Background: an optimization exercise with open tools, aiming at small area, a short achievable clock period and few clock cycles per item. Do not read the settings as production practice.
For this run, only the layout was checked, not whether the RTL still works.

`design/flow/flow/run.sh`:
```
#!/bin/bash
# The standard layout, except that the port buffers are buf_1 cells instead
# of ORFS's default choice. make's output goes to standard.log, each ORFS
# step's to orfs/logs.
bash standard.sh 'BUFFER_PORTS_ARGS=-buffer_cell sky130_fd_sc_hd__buf_1' finish > standard.log 2>&1
```
`design/flow/standard.sh`:
```
#!/bin/bash
# synth_recipe.tcl (not shown) runs the flow's synth.tcl, then flattens the netlist and writes it again
# the make line also repeats each setting of config.mk as NAME=value (left out here)
make -C /OpenROAD-flow-scripts/flow DESIGN_CONFIG=/design/flow/config.mk WORK_HOME=/design/flow/orfs CLKGATE_MAP_FILE= SYNTH_SCRIPT=/design/flow/synth_recipe.tcl "${@:-finish}"
```
`design/flow/config.mk`:
```
export PLATFORM = sky130hd
export DESIGN_NAME = cfc_cipher
export DESIGN_NICKNAME = cfc_cipher
export VERILOG_FILES = /design/flow/design.v
export SDC_FILE = /design/flow/constraint.sdc
export NUM_CORES = 8
export LEC_CHECK = 0
export CAP_MARGIN = 20
export CORE_MARGIN = 2
export CORE_UTILIZATION = 65
export PLACE_DENSITY = 0.75
export SETUP_SLACK_MARGIN = 1.5
export SLEW_MARGIN = 20
export SYNTH_HIERARCHICAL = 1
export TNS_END_PERCENT = 0
```
`design/flow/constraint.sdc`:
```
create_clock -name core_clock -period 10.0 [get_ports {clk}]
set_input_delay 2.0000 -clock core_clock [delete_from_list [all_inputs] [get_ports {clk}]]
set_output_delay 2.0000 -clock core_clock [all_outputs]
set_load 0.01 [all_outputs]
```
`design/flow/design.v`:
```
module aes_sbox_ed (input wire [7:0] af, input wire [7:0] ai, input wire [7:0] k, input wire inv, output wire [7:0] y);
    wire [7:0] t, o; wire [3:0] d, di;
    aes_sb_in  u_in (.af(af), .ai(ai), .inv(inv), .t(t));
    aes_gf_delta u_d (.h(t[7:4]), .l(t[3:0]), .d(d));
    aes_gf_inv u_inv (.p(d), .y(di));
    aes_gf_mul u_mh (.p(t[7:4]), .q(di), .y(o[7:4]));
    aes_gf_mul u_ml (.p(t[7:4] ^ t[3:0]), .q(di), .y(o[3:0]));
    aes_sb_out u_out (.o(o), .k(k), .inv(inv), .y(y));
endmodule
module aes_sbox (input wire [7:0] a, output wire [7:0] y);
    wire [7:0] o; wire [3:0] d, di;
    aes_gf_delta u_d (.h(a[7:4]), .l(a[3:0]), .d(d));
    aes_gf_inv u_inv (.p(d), .y(di));
    aes_gf_mul u_mh (.p(a[7:4]), .q(di), .y(o[7:4]));
    aes_gf_mul u_ml (.p(a[7:4] ^ a[3:0]), .q(di), .y(o[3:0]));
    aes_sbf_out u_out (.o(o), .y(y));
endmodule
module aes_sb_in (input wire [7:0] af, input wire [7:0] ai, input wire inv, output wire [7:0] t);
    assign t[0] = inv ? (ai[2] ^ ai[4]) : af[0];
    assign t[1] = inv ? (ai[1] ^ ai[3] ^ ai[7]) : af[1];
    assign t[2] = inv ? (ai[1] ^ ai[2] ^ ai[5] ^ ai[7]) : af[2];
    assign t[3] = inv ? (~(ai[7])) : af[3];
    assign t[4] = inv ? (ai[0] ^ ai[1] ^ ai[2] ^ ai[5] ^ ai[7]) : af[4];
    assign t[5] = inv ? (ai[1] ^ ai[5] ^ ai[7]) : af[5];
    assign t[6] = inv ? (~(ai[0] ^ ai[6])) : af[6];
    assign t[7] = inv ? (ai[3]) : af[7];
endmodule
module aes_sb_out (input wire [7:0] o, input wire [7:0] k, input wire inv, output wire [7:0] y);
    assign y[0] = inv ? (o[0] ^ k[0]) : (o[2] ^ o[4]);
    assign y[1] = inv ? (o[1] ^ k[1]) : (~(o[1] ^ o[3] ^ o[7]));
    assign y[2] = inv ? (o[2] ^ k[2]) : (o[2] ^ o[5]);
    assign y[3] = inv ? (o[3] ^ k[3]) : (o[7]);
    assign y[4] = inv ? (o[4] ^ k[4]) : (o[0] ^ o[2] ^ o[5]);
    assign y[5] = inv ? (o[5] ^ k[5]) : (o[1] ^ o[5] ^ o[7]);
    assign y[6] = inv ? (o[6] ^ k[6]) : (~(o[2] ^ o[4] ^ o[6]));
    assign y[7] = inv ? (o[7] ^ k[7]) : (~(o[3]));
endmodule
module aes_sbf_out (input wire [7:0] o, output wire [7:0] y);
    assign y[0] = o[2] ^ o[4];
    assign y[1] = ~(o[1] ^ o[3] ^ o[7]);
    assign y[2] = o[2] ^ o[5];
    assign y[3] = o[7];
    assign y[4] = o[0] ^ o[2] ^ o[5];
    assign y[5] = o[1] ^ o[5] ^ o[7];
    assign y[6] = ~(o[2] ^ o[4] ^ o[6]);
    assign y[7] = ~(o[3]);
endmodule
module aes_gf_mul (input wire [3:0] p, input wire [3:0] q, output wire [3:0] y);
    wire [6:0] r = ({7{q[0]}} & {3'b0,p}) ^ ({7{q[1]}} & {2'b0,p,1'b0}) ^ ({7{q[2]}} & {1'b0,p,2'b0}) ^ ({7{q[3]}} & {p,3'b0});
    assign y = r[3:0] ^ {r[6:4],1'b0} ^ {1'b0,r[6:4]};
endmodule
module aes_gf_delta (input wire [3:0] h, input wire [3:0] l, output wire [3:0] d);
    wire [6:0] r = ({7{l[0]}} & {3'b0,h}) ^ ({7{l[1]}} & {2'b0,h,1'b0}) ^ ({7{l[2]}} & {1'b0,h,2'b0}) ^ ({7{l[3]}} & {h,3'b0});
    wire [3:0] hl = r[3:0] ^ {r[6:4],1'b0} ^ {1'b0,r[6:4]};
    assign d[0] = h[0] ^ l[0] ^ l[2] ^ hl[0];
    assign d[1] = h[1] ^ h[3] ^ l[2] ^ hl[1];
    assign d[2] = h[3] ^ l[1] ^ l[3] ^ hl[2];
    assign d[3] = h[0] ^ h[2] ^ l[3] ^ hl[3];
endmodule
module aes_gf_inv (input wire [3:0] p, output reg [3:0] y);
    always @(*) begin
        case (p)
            4'd0: y = 4'd0;
            4'd1: y = 4'd1;
            4'd2: y = 4'd9;
            4'd3: y = 4'd14;
            4'd4: y = 4'd13;
            4'd5: y = 4'd11;
            4'd6: y = 4'd7;
            4'd7: y = 4'd6;
            4'd8: y = 4'd15;
            4'd9: y = 4'd2;
            4'd10: y = 4'd12;
            4'd11: y = 4'd5;
            4'd12: y = 4'd10;
            4'd13: y = 4'd4;
            4'd14: y = 4'd3;
            4'd15: y = 4'd8;
            default: y = 4'd0;
        endcase
    end
endmodule
module aes_to_t (input wire [7:0] a, output wire [7:0] y);
    assign y[0] = a[0] ^ a[2] ^ a[3] ^ a[4] ^ a[6] ^ a[7];
    assign y[1] = a[1] ^ a[3];
    assign y[2] = a[1] ^ a[4] ^ a[6];
    assign y[3] = a[1] ^ a[2] ^ a[6] ^ a[7];
    assign y[4] = a[4] ^ a[5] ^ a[6];
    assign y[5] = a[1] ^ a[4] ^ a[6] ^ a[7];
    assign y[6] = a[2] ^ a[3] ^ a[5] ^ a[7];
    assign y[7] = a[5] ^ a[7];
endmodule
module aes_from_t (input wire [7:0] a, output wire [7:0] y);
    assign y[0] = a[0] ^ a[4] ^ a[6];
    assign y[1] = a[4] ^ a[5] ^ a[7];
    assign y[2] = a[1] ^ a[4] ^ a[5] ^ a[6];
    assign y[3] = a[1] ^ a[4] ^ a[5] ^ a[7];
    assign y[4] = a[1] ^ a[3] ^ a[4] ^ a[6];
    assign y[5] = a[2] ^ a[5] ^ a[7];
    assign y[6] = a[1] ^ a[2] ^ a[3] ^ a[5] ^ a[6] ^ a[7];
    assign y[7] = a[2] ^ a[5];
endmodule
module aes_mixcol (input wire [31:0] col, input wire inv, output wire [31:0] y);
    wire [7:0] a0 = col[31:24];
    wire [7:0] a1 = col[23:16];
    wire [7:0] a2 = col[15:8];
    wire [7:0] a3 = col[7:0];
    assign y[24] = a0[1] ^ a0[2] ^ a0[3] ^ a0[4] ^ a1[0] ^ a1[1] ^ a1[2] ^ a1[3] ^ a1[4] ^ a2[0] ^ a3[0] ^ (inv & (a0[1] ^ a0[3] ^ a1[0] ^ a1[3] ^ a1[7] ^ a2[1] ^ a2[3] ^ a3[0] ^ a3[3] ^ a3[7]));
    assign y[25] = a0[0] ^ a0[1] ^ a0[5] ^ a1[0] ^ a1[5] ^ a2[1] ^ a3[1] ^ (inv & (a0[0] ^ a0[1] ^ a0[2] ^ a0[3] ^ a1[0] ^ a1[1] ^ a1[3] ^ a1[4] ^ a1[7] ^ a2[0] ^ a2[1] ^ a2[2] ^ a2[3] ^ a3[0] ^ a3[1] ^ a3[3] ^ a3[4] ^ a3[7]));
    assign y[26] = a0[0] ^ a0[1] ^ a0[2] ^ a0[6] ^ a1[0] ^ a1[1] ^ a1[6] ^ a2[2] ^ a3[2] ^ (inv & (a0[1] ^ a0[2] ^ a0[3] ^ a1[1] ^ a1[2] ^ a1[5] ^ a2[1] ^ a2[2] ^ a2[3] ^ a3[1] ^ a3[2] ^ a3[5]));
    assign y[27] = a0[0] ^ a0[1] ^ a0[2] ^ a0[3] ^ a0[7] ^ a1[0] ^ a1[1] ^ a1[2] ^ a1[7] ^ a2[3] ^ a3[3] ^ (inv & (a0[0] ^ a0[2] ^ a0[3] ^ a1[2] ^ a1[3] ^ a1[6] ^ a2[0] ^ a2[2] ^ a2[3] ^ a3[2] ^ a3[3] ^ a3[6]));
    assign y[28] = a0[3] ^ a0[5] ^ a0[6] ^ a1[3] ^ a1[4] ^ a1[5] ^ a1[6] ^ a2[4] ^ a3[4] ^ (inv & (a0[5] ^ a0[7] ^ a1[2] ^ a1[4] ^ a1[6] ^ a1[7] ^ a2[5] ^ a2[7] ^ a3[2] ^ a3[4] ^ a3[6] ^ a3[7]));
    assign y[29] = a0[0] ^ a0[3] ^ a0[5] ^ a0[7] ^ a1[0] ^ a1[3] ^ a1[7] ^ a2[5] ^ a3[5] ^ (inv & (a0[4] ^ a0[5] ^ a0[6] ^ a0[7] ^ a1[2] ^ a1[3] ^ a1[4] ^ a1[5] ^ a1[6] ^ a2[4] ^ a2[5] ^ a2[6] ^ a2[7] ^ a3[2] ^ a3[3] ^ a3[4] ^ a3[5] ^ a3[6]));
    assign y[30] = a0[1] ^ a0[4] ^ a0[6] ^ a1[1] ^ a1[4] ^ a2[6] ^ a3[6] ^ (inv & (a0[5] ^ a0[6] ^ a0[7] ^ a1[0] ^ a1[3] ^ a1[4] ^ a1[5] ^ a1[6] ^ a1[7] ^ a2[5] ^ a2[6] ^ a2[7] ^ a3[0] ^ a3[3] ^ a3[4] ^ a3[5] ^ a3[6] ^ a3[7]));
    assign y[31] = a0[2] ^ a0[4] ^ a0[5] ^ a0[7] ^ a1[2] ^ a1[4] ^ a1[5] ^ a2[7] ^ a3[7] ^ (inv & (a0[4] ^ a0[6] ^ a0[7] ^ a1[1] ^ a1[5] ^ a1[6] ^ a1[7] ^ a2[4] ^ a2[6] ^ a2[7] ^ a3[1] ^ a3[5] ^ a3[6] ^ a3[7]));
    assign y[16] = a0[0] ^ a1[1] ^ a1[2] ^ a1[3] ^ a1[4] ^ a2[0] ^ a2[1] ^ a2[2] ^ a2[3] ^ a2[4] ^ a3[0] ^ (inv & (a0[0] ^ a0[3] ^ a0[7] ^ a1[1] ^ a1[3] ^ a2[0] ^ a2[3] ^ a2[7] ^ a3[1] ^ a3[3]));
    assign y[17] = a0[1] ^ a1[0] ^ a1[1] ^ a1[5] ^ a2[0] ^ a2[5] ^ a3[1] ^ (inv & (a0[0] ^ a0[1] ^ a0[3] ^ a0[4] ^ a0[7] ^ a1[0] ^ a1[1] ^ a1[2] ^ a1[3] ^ a2[0] ^ a2[1] ^ a2[3] ^ a2[4] ^ a2[7] ^ a3[0] ^ a3[1] ^ a3[2] ^ a3[3]));
    assign y[18] = a0[2] ^ a1[0] ^ a1[1] ^ a1[2] ^ a1[6] ^ a2[0] ^ a2[1] ^ a2[6] ^ a3[2] ^ (inv & (a0[1] ^ a0[2] ^ a0[5] ^ a1[1] ^ a1[2] ^ a1[3] ^ a2[1] ^ a2[2] ^ a2[5] ^ a3[1] ^ a3[2] ^ a3[3]));
    assign y[19] = a0[3] ^ a1[0] ^ a1[1] ^ a1[2] ^ a1[3] ^ a1[7] ^ a2[0] ^ a2[1] ^ a2[2] ^ a2[7] ^ a3[3] ^ (inv & (a0[2] ^ a0[3] ^ a0[6] ^ a1[0] ^ a1[2] ^ a1[3] ^ a2[2] ^ a2[3] ^ a2[6] ^ a3[0] ^ a3[2] ^ a3[3]));
    assign y[20] = a0[4] ^ a1[3] ^ a1[5] ^ a1[6] ^ a2[3] ^ a2[4] ^ a2[5] ^ a2[6] ^ a3[4] ^ (inv & (a0[2] ^ a0[4] ^ a0[6] ^ a0[7] ^ a1[5] ^ a1[7] ^ a2[2] ^ a2[4] ^ a2[6] ^ a2[7] ^ a3[5] ^ a3[7]));
    assign y[21] = a0[5] ^ a1[0] ^ a1[3] ^ a1[5] ^ a1[7] ^ a2[0] ^ a2[3] ^ a2[7] ^ a3[5] ^ (inv & (a0[2] ^ a0[3] ^ a0[4] ^ a0[5] ^ a0[6] ^ a1[4] ^ a1[5] ^ a1[6] ^ a1[7] ^ a2[2] ^ a2[3] ^ a2[4] ^ a2[5] ^ a2[6] ^ a3[4] ^ a3[5] ^ a3[6] ^ a3[7]));
    assign y[22] = a0[6] ^ a1[1] ^ a1[4] ^ a1[6] ^ a2[1] ^ a2[4] ^ a3[6] ^ (inv & (a0[0] ^ a0[3] ^ a0[4] ^ a0[5] ^ a0[6] ^ a0[7] ^ a1[5] ^ a1[6] ^ a1[7] ^ a2[0] ^ a2[3] ^ a2[4] ^ a2[5] ^ a2[6] ^ a2[7] ^ a3[5] ^ a3[6] ^ a3[7]));
    assign y[23] = a0[7] ^ a1[2] ^ a1[4] ^ a1[5] ^ a1[7] ^ a2[2] ^ a2[4] ^ a2[5] ^ a3[7] ^ (inv & (a0[1] ^ a0[5] ^ a0[6] ^ a0[7] ^ a1[4] ^ a1[6] ^ a1[7] ^ a2[1] ^ a2[5] ^ a2[6] ^ a2[7] ^ a3[4] ^ a3[6] ^ a3[7]));
    assign y[8] = a0[0] ^ a1[0] ^ a2[1] ^ a2[2] ^ a2[3] ^ a2[4] ^ a3[0] ^ a3[1] ^ a3[2] ^ a3[3] ^ a3[4] ^ (inv & (a0[1] ^ a0[3] ^ a1[0] ^ a1[3] ^ a1[7] ^ a2[1] ^ a2[3] ^ a3[0] ^ a3[3] ^ a3[7]));
    assign y[9] = a0[1] ^ a1[1] ^ a2[0] ^ a2[1] ^ a2[5] ^ a3[0] ^ a3[5] ^ (inv & (a0[0] ^ a0[1] ^ a0[2] ^ a0[3] ^ a1[0] ^ a1[1] ^ a1[3] ^ a1[4] ^ a1[7] ^ a2[0] ^ a2[1] ^ a2[2] ^ a2[3] ^ a3[0] ^ a3[1] ^ a3[3] ^ a3[4] ^ a3[7]));
    assign y[10] = a0[2] ^ a1[2] ^ a2[0] ^ a2[1] ^ a2[2] ^ a2[6] ^ a3[0] ^ a3[1] ^ a3[6] ^ (inv & (a0[1] ^ a0[2] ^ a0[3] ^ a1[1] ^ a1[2] ^ a1[5] ^ a2[1] ^ a2[2] ^ a2[3] ^ a3[1] ^ a3[2] ^ a3[5]));
    assign y[11] = a0[3] ^ a1[3] ^ a2[0] ^ a2[1] ^ a2[2] ^ a2[3] ^ a2[7] ^ a3[0] ^ a3[1] ^ a3[2] ^ a3[7] ^ (inv & (a0[0] ^ a0[2] ^ a0[3] ^ a1[2] ^ a1[3] ^ a1[6] ^ a2[0] ^ a2[2] ^ a2[3] ^ a3[2] ^ a3[3] ^ a3[6]));
    assign y[12] = a0[4] ^ a1[4] ^ a2[3] ^ a2[5] ^ a2[6] ^ a3[3] ^ a3[4] ^ a3[5] ^ a3[6] ^ (inv & (a0[5] ^ a0[7] ^ a1[2] ^ a1[4] ^ a1[6] ^ a1[7] ^ a2[5] ^ a2[7] ^ a3[2] ^ a3[4] ^ a3[6] ^ a3[7]));
    assign y[13] = a0[5] ^ a1[5] ^ a2[0] ^ a2[3] ^ a2[5] ^ a2[7] ^ a3[0] ^ a3[3] ^ a3[7] ^ (inv & (a0[4] ^ a0[5] ^ a0[6] ^ a0[7] ^ a1[2] ^ a1[3] ^ a1[4] ^ a1[5] ^ a1[6] ^ a2[4] ^ a2[5] ^ a2[6] ^ a2[7] ^ a3[2] ^ a3[3] ^ a3[4] ^ a3[5] ^ a3[6]));
    assign y[14] = a0[6] ^ a1[6] ^ a2[1] ^ a2[4] ^ a2[6] ^ a3[1] ^ a3[4] ^ (inv & (a0[5] ^ a0[6] ^ a0[7] ^ a1[0] ^ a1[3] ^ a1[4] ^ a1[5] ^ a1[6] ^ a1[7] ^ a2[5] ^ a2[6] ^ a2[7] ^ a3[0] ^ a3[3] ^ a3[4] ^ a3[5] ^ a3[6] ^ a3[7]));
    assign y[15] = a0[7] ^ a1[7] ^ a2[2] ^ a2[4] ^ a2[5] ^ a2[7] ^ a3[2] ^ a3[4] ^ a3[5] ^ (inv & (a0[4] ^ a0[6] ^ a0[7] ^ a1[1] ^ a1[5] ^ a1[6] ^ a1[7] ^ a2[4] ^ a2[6] ^ a2[7] ^ a3[1] ^ a3[5] ^ a3[6] ^ a3[7]));
    assign y[0] = a0[0] ^ a0[1] ^ a0[2] ^ a0[3] ^ a0[4] ^ a1[0] ^ a2[0] ^ a3[1] ^ a3[2] ^ a3[3] ^ a3[4] ^ (inv & (a0[0] ^ a0[3] ^ a0[7] ^ a1[1] ^ a1[3] ^ a2[0] ^ a2[3] ^ a2[7] ^ a3[1] ^ a3[3]));
    assign y[1] = a0[0] ^ a0[5] ^ a1[1] ^ a2[1] ^ a3[0] ^ a3[1] ^ a3[5] ^ (inv & (a0[0] ^ a0[1] ^ a0[3] ^ a0[4] ^ a0[7] ^ a1[0] ^ a1[1] ^ a1[2] ^ a1[3] ^ a2[0] ^ a2[1] ^ a2[3] ^ a2[4] ^ a2[7] ^ a3[0] ^ a3[1] ^ a3[2] ^ a3[3]));
    assign y[2] = a0[0] ^ a0[1] ^ a0[6] ^ a1[2] ^ a2[2] ^ a3[0] ^ a3[1] ^ a3[2] ^ a3[6] ^ (inv & (a0[1] ^ a0[2] ^ a0[5] ^ a1[1] ^ a1[2] ^ a1[3] ^ a2[1] ^ a2[2] ^ a2[5] ^ a3[1] ^ a3[2] ^ a3[3]));
    assign y[3] = a0[0] ^ a0[1] ^ a0[2] ^ a0[7] ^ a1[3] ^ a2[3] ^ a3[0] ^ a3[1] ^ a3[2] ^ a3[3] ^ a3[7] ^ (inv & (a0[2] ^ a0[3] ^ a0[6] ^ a1[0] ^ a1[2] ^ a1[3] ^ a2[2] ^ a2[3] ^ a2[6] ^ a3[0] ^ a3[2] ^ a3[3]));
    assign y[4] = a0[3] ^ a0[4] ^ a0[5] ^ a0[6] ^ a1[4] ^ a2[4] ^ a3[3] ^ a3[5] ^ a3[6] ^ (inv & (a0[2] ^ a0[4] ^ a0[6] ^ a0[7] ^ a1[5] ^ a1[7] ^ a2[2] ^ a2[4] ^ a2[6] ^ a2[7] ^ a3[5] ^ a3[7]));
    assign y[5] = a0[0] ^ a0[3] ^ a0[7] ^ a1[5] ^ a2[5] ^ a3[0] ^ a3[3] ^ a3[5] ^ a3[7] ^ (inv & (a0[2] ^ a0[3] ^ a0[4] ^ a0[5] ^ a0[6] ^ a1[4] ^ a1[5] ^ a1[6] ^ a1[7] ^ a2[2] ^ a2[3] ^ a2[4] ^ a2[5] ^ a2[6] ^ a3[4] ^ a3[5] ^ a3[6] ^ a3[7]));
    assign y[6] = a0[1] ^ a0[4] ^ a1[6] ^ a2[6] ^ a3[1] ^ a3[4] ^ a3[6] ^ (inv & (a0[0] ^ a0[3] ^ a0[4] ^ a0[5] ^ a0[6] ^ a0[7] ^ a1[5] ^ a1[6] ^ a1[7] ^ a2[0] ^ a2[3] ^ a2[4] ^ a2[5] ^ a2[6] ^ a2[7] ^ a3[5] ^ a3[6] ^ a3[7]));
    assign y[7] = a0[2] ^ a0[4] ^ a0[5] ^ a1[7] ^ a2[7] ^ a3[2] ^ a3[4] ^ a3[5] ^ a3[7] ^ (inv & (a0[1] ^ a0[5] ^ a0[6] ^ a0[7] ^ a1[4] ^ a1[6] ^ a1[7] ^ a2[1] ^ a2[5] ^ a2[6] ^ a2[7] ^ a3[4] ^ a3[6] ^ a3[7]));
endmodule
module cfc_cipher (
    input  wire         clk,
    input  wire         rst,       
    input  wire         start,
    input  wire         first,
    input  wire         dec,
    input  wire [127:0] key,
    input  wire [127:0] din,
    output wire         ready,
    output wire         done,
    output wire [127:0] dout
);
    localparam [127:0] DEFAULT_IV = 128'h6ff4539ee642ee93ea2361af65f4c84b;
    reg         busy;       
    reg         kexp;       
    reg         fin;        
    reg [3:0]   rnd;        
    reg         done_r;
    reg         mode_dec;   
    reg [127:0] state;      
    reg [127:0] rk;         
    reg [127:0] skey;       
    reg [127:0] blk;        
    reg [127:0] chain;      
    wire accept = ~busy & start;
    assign ready = ~busy;
    assign done  = done_r;
    wire [127:0] din_t, key_t;
    genvar q;
    generate
        for (q = 0; q < 16; q = q + 1) begin : g_conv
            aes_to_t   u_din  (.a(din[127-8*q -: 8]),   .y(din_t[127-8*q -: 8]));
            aes_to_t   u_key  (.a(key[127-8*q -: 8]),   .y(key_t[127-8*q -: 8]));
            aes_from_t u_dout (.a(state[127-8*q -: 8]), .y(dout[127-8*q -: 8]));
        end
    endgenerate
    reg [7:0] rcon;
    always @(*) begin
        case (rnd)
            4'd1:    rcon = 8'h01;
            4'd2:    rcon = 8'h2e;
            4'd3:    rcon = 8'h49;
            4'd4:    rcon = 8'h43;
            4'd5:    rcon = 8'h35;
            4'd6:    rcon = 8'hd0;
            4'd7:    rcon = 8'h3d;
            4'd8:    rcon = 8'he9;
            4'd9:    rcon = 8'h59;
            4'd10:   rcon = 8'h82;
            default: rcon = 8'h00;
        endcase
    end
    wire         kback = mode_dec & ~kexp;
    wire [127:0] ks    = busy ? rk : skey;
    wire [31:0]  w0 = ks[127:96];
    wire [31:0]  w1 = ks[95:64];
    wire [31:0]  w2 = ks[63:32];
    wire [31:0]  w3 = ks[31:0];
    wire [31:0]  ksb_in = !busy ? (skey[31:0] ^ skey[63:32]) :
                          kback ? (rk[31:0] ^ rk[63:32]) : rk[31:0];
    wire [31:0]  ksb_out;
    genvar i;
    generate
        for (i = 0; i < 4; i = i + 1) begin : g_ksbox
            aes_sbox u_ks (.a(ksb_in[31-8*i -: 8]), .y(ksb_out[31-8*i -: 8]));
        end
    endgenerate
    wire [31:0]  kt = {ksb_out[23:0], ksb_out[31:24]} ^ {rcon, 24'h0};
    wire [31:0]  f0 = w0 ^ kt;
    wire [31:0]  f1 = w1 ^ f0;
    wire [31:0]  f2 = w2 ^ f1;
    wire [31:0]  f3 = w3 ^ f2;
    wire [127:0] rk_fwd = {f0, f1, f2, f3};
    wire [127:0] rk_bwd = {f0, w1 ^ w0, w2 ^ w1, w3 ^ w2};
    wire         rdec = mode_dec;
    wire [127:0] t;
    wire [127:0] xs_rnd;
    genvar c, r;
    generate
        for (c = 0; c < 4; c = c + 1) begin : g_col
            for (r = 0; r < 4; r = r + 1) begin : g_row
                localparam integer CE = (c + r) % 4;
                localparam integer CD = (c + 4 - r) % 4;
                aes_sbox_ed u_sb (.af(state[127-8*(4*CE+r) -: 8]),
                                  .ai(state[127-8*(4*CD+r) -: 8]),
                                  .k(rk[127-8*(4*c+r) -: 8]),
                                  .inv(rdec),
                                  .y(t[127-8*(4*c+r) -: 8]));
            end
            wire [31:0] tc = t[127-32*c -: 32];
            wire [31:0] mc;
            aes_mixcol u_mc (.col(tc), .inv(rdec), .y(mc));
            assign xs_rnd[127-32*c -: 32] = fin ? tc : mc;
        end
    endgenerate
    wire [127:0] ys_rnd = rdec ? (fin ? chain : 128'h0) : rk_fwd;
    wire [127:0] acc_k  = first ? (DEFAULT_IV ^ key_t) : (skey ^ (mode_dec ? 128'h0 : state));
    wire [127:0] xs = !busy ? din_t   : kexp ? blk    : xs_rnd;
    wire [127:0] ys = !busy ? acc_k : kexp ? rk_fwd : ys_rnd;
    wire [127:0] start_key = first ? key_t : skey;
    wire         start_dec = first ? dec : mode_dec;
    always @(posedge clk) begin
        if (busy | start)
            state <= xs ^ ys;
    end
    always @(posedge clk) begin
        if (rst) begin
            busy   <= 1'b0;
            kexp   <= 1'b0;
            fin    <= 1'b0;
            done_r <= 1'b0;
            rnd    <= 4'd10;
        end else begin
            done_r <= 1'b0;
            if (!busy) begin
                rk <= rk_bwd;      
                if (start) begin
                    busy <= 1'b1;
                    fin  <= 1'b0;
                    if (start_dec) begin
                        if (first) begin
                            rk   <= key_t;
                            rnd  <= 4'd1;
                            kexp <= 1'b1;
                        end else begin
                            rnd  <= 4'd9;
                        end
                    end else begin
                        if (first) skey <= key_t;
                        rk    <= start_key;
                        rnd   <= 4'd1;
                    end
                end
            end else if (kexp) begin
                rnd <= rnd + 4'd1;
                if (rnd == 4'd10) begin
                    skey  <= rk_fwd;
                    rnd   <= 4'd9;
                    kexp  <= 1'b0;
                end else begin
                    rk <= rk_fwd;
                end
            end else begin
                if (mode_dec) begin
                    rk  <= rk_bwd;
                    rnd <= rnd - 4'd1;
                    fin <= (rnd == 4'd1);
                end else begin
                    rk  <= rk_fwd;
                    rnd <= rnd + 4'd1;
                    fin <= (rnd == 4'd9);
                end
                if (fin) begin
                    busy   <= 1'b0;
                    done_r <= 1'b1;
                    rnd    <= 4'd10;
                end
            end
        end
    end
    always @(posedge clk) begin
        if (accept & ~rst) begin
            blk <= din_t;
            if (first) begin
                mode_dec <= dec;
                chain    <= DEFAULT_IV;
            end else begin
                chain    <= blk;
            end
        end
    end
endmodule
```
==> results_dict.tcl <==
set metrics [dict create \
    status "no timing/DRC/antenna violations" \
    drc 0 \
    final.min_clock_period_ns 8.41 \
    grt_pass1_wl_um 455000 \
    drt.antenna.violating_nets 0 \
    slowest_stage "edfxtp_1" \
    fmax_ghz 0.119 \
    synth-compound-area-share_pct 10.2 \
    dr.first_iter.drc_count 10667 \
    grt-ovfl-total 0 \
    ys_warn_count 8 \
    wl_met1_um 117000 \
    critPathKind "reg -> reg" \
    cts_root_buf "clkbuf_16" \
    routedWlPerCell_um 28.0 \
    grt_max_degree 150 \
    grt_use_total_pct 45.1 \
    die_w_um 369 \
    crit_path_start_kind "flip-flop" \
    syn_nets 9613 \
    end_kind "flip-flop" \
    cts_buffer_depth 3 \
    ys_ff_latch 657 \
    htree_levels 3 \
    clk_pin_slew_ns 0.06 \
    cp_slowest_stage_delay_ns 0.63 \
    core-area_mm2 0.132 \
    synth-edff-count 641 \
    top_layer "met5" \
    io_buffers 390 \
    yosys.area.top_type_share_pct 22.3 \
    synth_area_mm2 0.0864 \
    fill_cells 10081 \
    cp.required_ns 10.42 \
    synth.top_cells.by_count "xnor2_1, nand2_1, xor2_1" \
    arrival_ns 8.82 \
    numCtsBuffers 82 \
    hold_path_class "reg -> reg" \
    start_util_pct 65.6 \
    drt-total-wl_um 316000 \
    die_h_um 369 \
    synth_top_family_by_area "XOR/XNOR gates" \
    wl_met2_um 135000 \
    drv_cap 0 \
    fin_crit_sh_pct 84.1 \
    cts.sinks 657 \
    vias 72069 \
    dpl_cell_area_mm2 0.0903 \
    syn_to_final_growth_pct 8.59 \
    insertion_delay_ns 0.72 \
    synth_simple_gate_area_share_pct 12.1 \
    grt_pass1_vias 67839 \
    slew_violations 0 \
    crit_fanout 8 \
    yosys.area.top_type "edfxtp_1" \
    synth.most_common_cell "xnor2_1" \
    setup_viol 0 \
    antenna_found_initial 10 \
    fin_worst_skew_ns 0.0477 \
    yosys.area_share.adder_pct 2.66 \
    drive_gt1_share_pct 11.5 \
    hold_violations 0 \
    rsz0062_at_grt "true" \
    crit_top_cell "xnor2_1" \
    worst_pin_slew_ns 1.18 \
    synthCells 9168 \
    stdcell_area_mm2 0.0939 \
    cpLargestDelayFamily "XOR/XNOR gates" \
    async_reset_ff_share_pct 0 \
    io_pins 391 \
    synth-seq-area-share_pct 22.6 \
    ys.flop_type "edfxtp_1" \
    cts_tree "yes" \
    hpwl_um 240000 \
    synth.area.top_cells "edfxtp_1, xnor2_1, xor2_1" \
    crit_buf_inv 2 \
    tns_ns 0 \
    gp_congestion 1.06 \
    maxSlewHeadroom_pct 21.0 \
    synth_xor_area_share_pct 43.7 \
    muxShareOfSynthArea_pct 5.56 \
    postCtsHoldBufs 0 \
    first_pass_iters 9 \
    die-area_mm2 0.136 \
    vias_per_cell 6.37 \
    rows 133 \
    final_nets 9931 \
    dr_wl_met3_um 41100 \
    synth_area_per_cell_um2 9.43 \
    synth_cell_types 75 \
]
layout by cell type (no fill, tap or decap), drive strengths merged, types with 19 or more instances in the layout:
master	n
mux2	129
clkbuf	100
mux2i	283
nor2b	208
a21oi	542
a21boi	27
or2b	20
xor2	1017
a211oi	60
inv	119
o211ai	19
xnor2	2182
edfxtp	641
nand2	1235
xor3	80
mux4	20
or2	73
o221ai	61
ha	184
nor3b	41
clkinv	32
a31oi	83
xnor3	311
o21ai	313
o21a	20
nor2	432
a222oi	32
nor3	23
a22oi	180
o31ai	21
a2bb2oi	20
nand2b	197
and2b	40
buf	717
flip-flops by register name, summed over array words and instances, names as in the netlist, 4 cells and up:
register and flops:
chain 128, rnd 4, state 128, blk 128, rcon 8, rk 128, skey 128
what timing repair did:
item                                    CTS  global route
pin swaps                                 0             6
setup buffers                             4            35
gates cloned                              0             1
gates resized for setup                  15            97
endpoints found under the setup margin  140           157
endpoints found under the hold margin     0             0
metal layers:
layer | up-vias | GRT usage, %
met5 | - | 0
met4 | 2 | 25.7
met3 | 877 | 11.4
met2 | 5093 | 67.6
met1 | 34559 | 59.2
li1 | 31538 | -
worst reg2reg max path: cells and delay by family, from the launching register on:
kind,cells,cell delay [ns]
xor gates and xnor gates,15,4.55
muxes,3,0.98
and+or+nand+nor,4,0.77
DFF,1,0.63
AOI/OAI and AO/OA,3,0.60
buffers and inverters,2,0.38
adders and majority gates,1,0.22
area by class of cell:
type,instances,area [um2],area share [%]
clock buffers,99,2170,2.31
repair buffers,718,4090,4.36
flip-flops and latches,657,19600,20.9
well taps,1755,2200,2.34
inverters,114,440,0.469
clock inverters,45,372,0.396
diodes,4,10.0,0.0107
multi-input cells,7913,65000,69.3
Yosys stat by module (local to each module, per instance), excerpt:
module / copies in the design / cells
aes_sbf_out: 4 / 8
aes_sb_out: 16 / 27
cfc_cipher: 1 / 4140
aes_from_t: 16 / 14
aes_gf_delta: 20 / 35
aes_mixcol: 4 / 300
aes_to_t: 32 / 13
aes_gf_inv: 20 / 28
kinds of logic (layout without fill, tap and decap cells):
kind of cell / after synthesis / after routing
xor+xnor: 3590 / 3590
mux: 432 / 432
compound gates: 1409 / 1409
buf+inv: 599 / 976
flops: 657 / 657
simple gates: 2297 / 2298
other cells: 0 / 4
fa+ha+maj: 184 / 184
metrics by stage:
step | instances | worst slack (ns) | hold WS [ns] | util, %
after global placement | 11116 | 0.836 | 0.511 | 68.5
after CTS | 11265 | 1.34 | 0.524 | 70.5
final | 11305 | 1.59 | 0.515 | 71.2
after global routing | 11301 | 1.30 | 0.546 | 71.2
after detailed placement | 11117 | 0.619 | 0.516 | 68.5
after floorplan | 9168 | 0.662 | 0.508 | -
worst paths after layout:
check	cells past startpoint	start	slack (ns)	endpoint
worst max register to register	28	state[15]	1.59	state[68]
worst min register to register	1	blk[71]	0.51	chain[71]
worst min-delay path	1	blk[71]	0.51	chain[71]
worst max-delay path	28	state[15]	1.59	state[68]

-- re-timing with driven ports --
Ports are ideal in the flow. The routed layout listed here was re-timed in OpenROAD. Step 1 (the two cells are an assumption about what drives the block):
set clk [get_ports {clk}]
set_driving_cell -lib_cell sky130_fd_sc_hd__clkbuf_16 $clk
set_driving_cell -lib_cell sky130_fd_sc_hd__buf_2 [delete_from_list [all_inputs] $clk]
Step 2 times the ports against the registers' clock, not the clock port: input delays grow and output delays shrink by t, the midpoint of the rising clock arrivals with the driver on. Three values: ideal ports, drivers, drivers and shift; two values: the first two.
t, ns: 0.776
setup WS [ns]: 1.595 / 1.595 / 1.595
pins driven straight from the clock port: 1
After both steps this run still meets setup and hold. For this run, drivers alone change the setup slack by 0.000 ns; drivers and shift together by 0.000 ns.
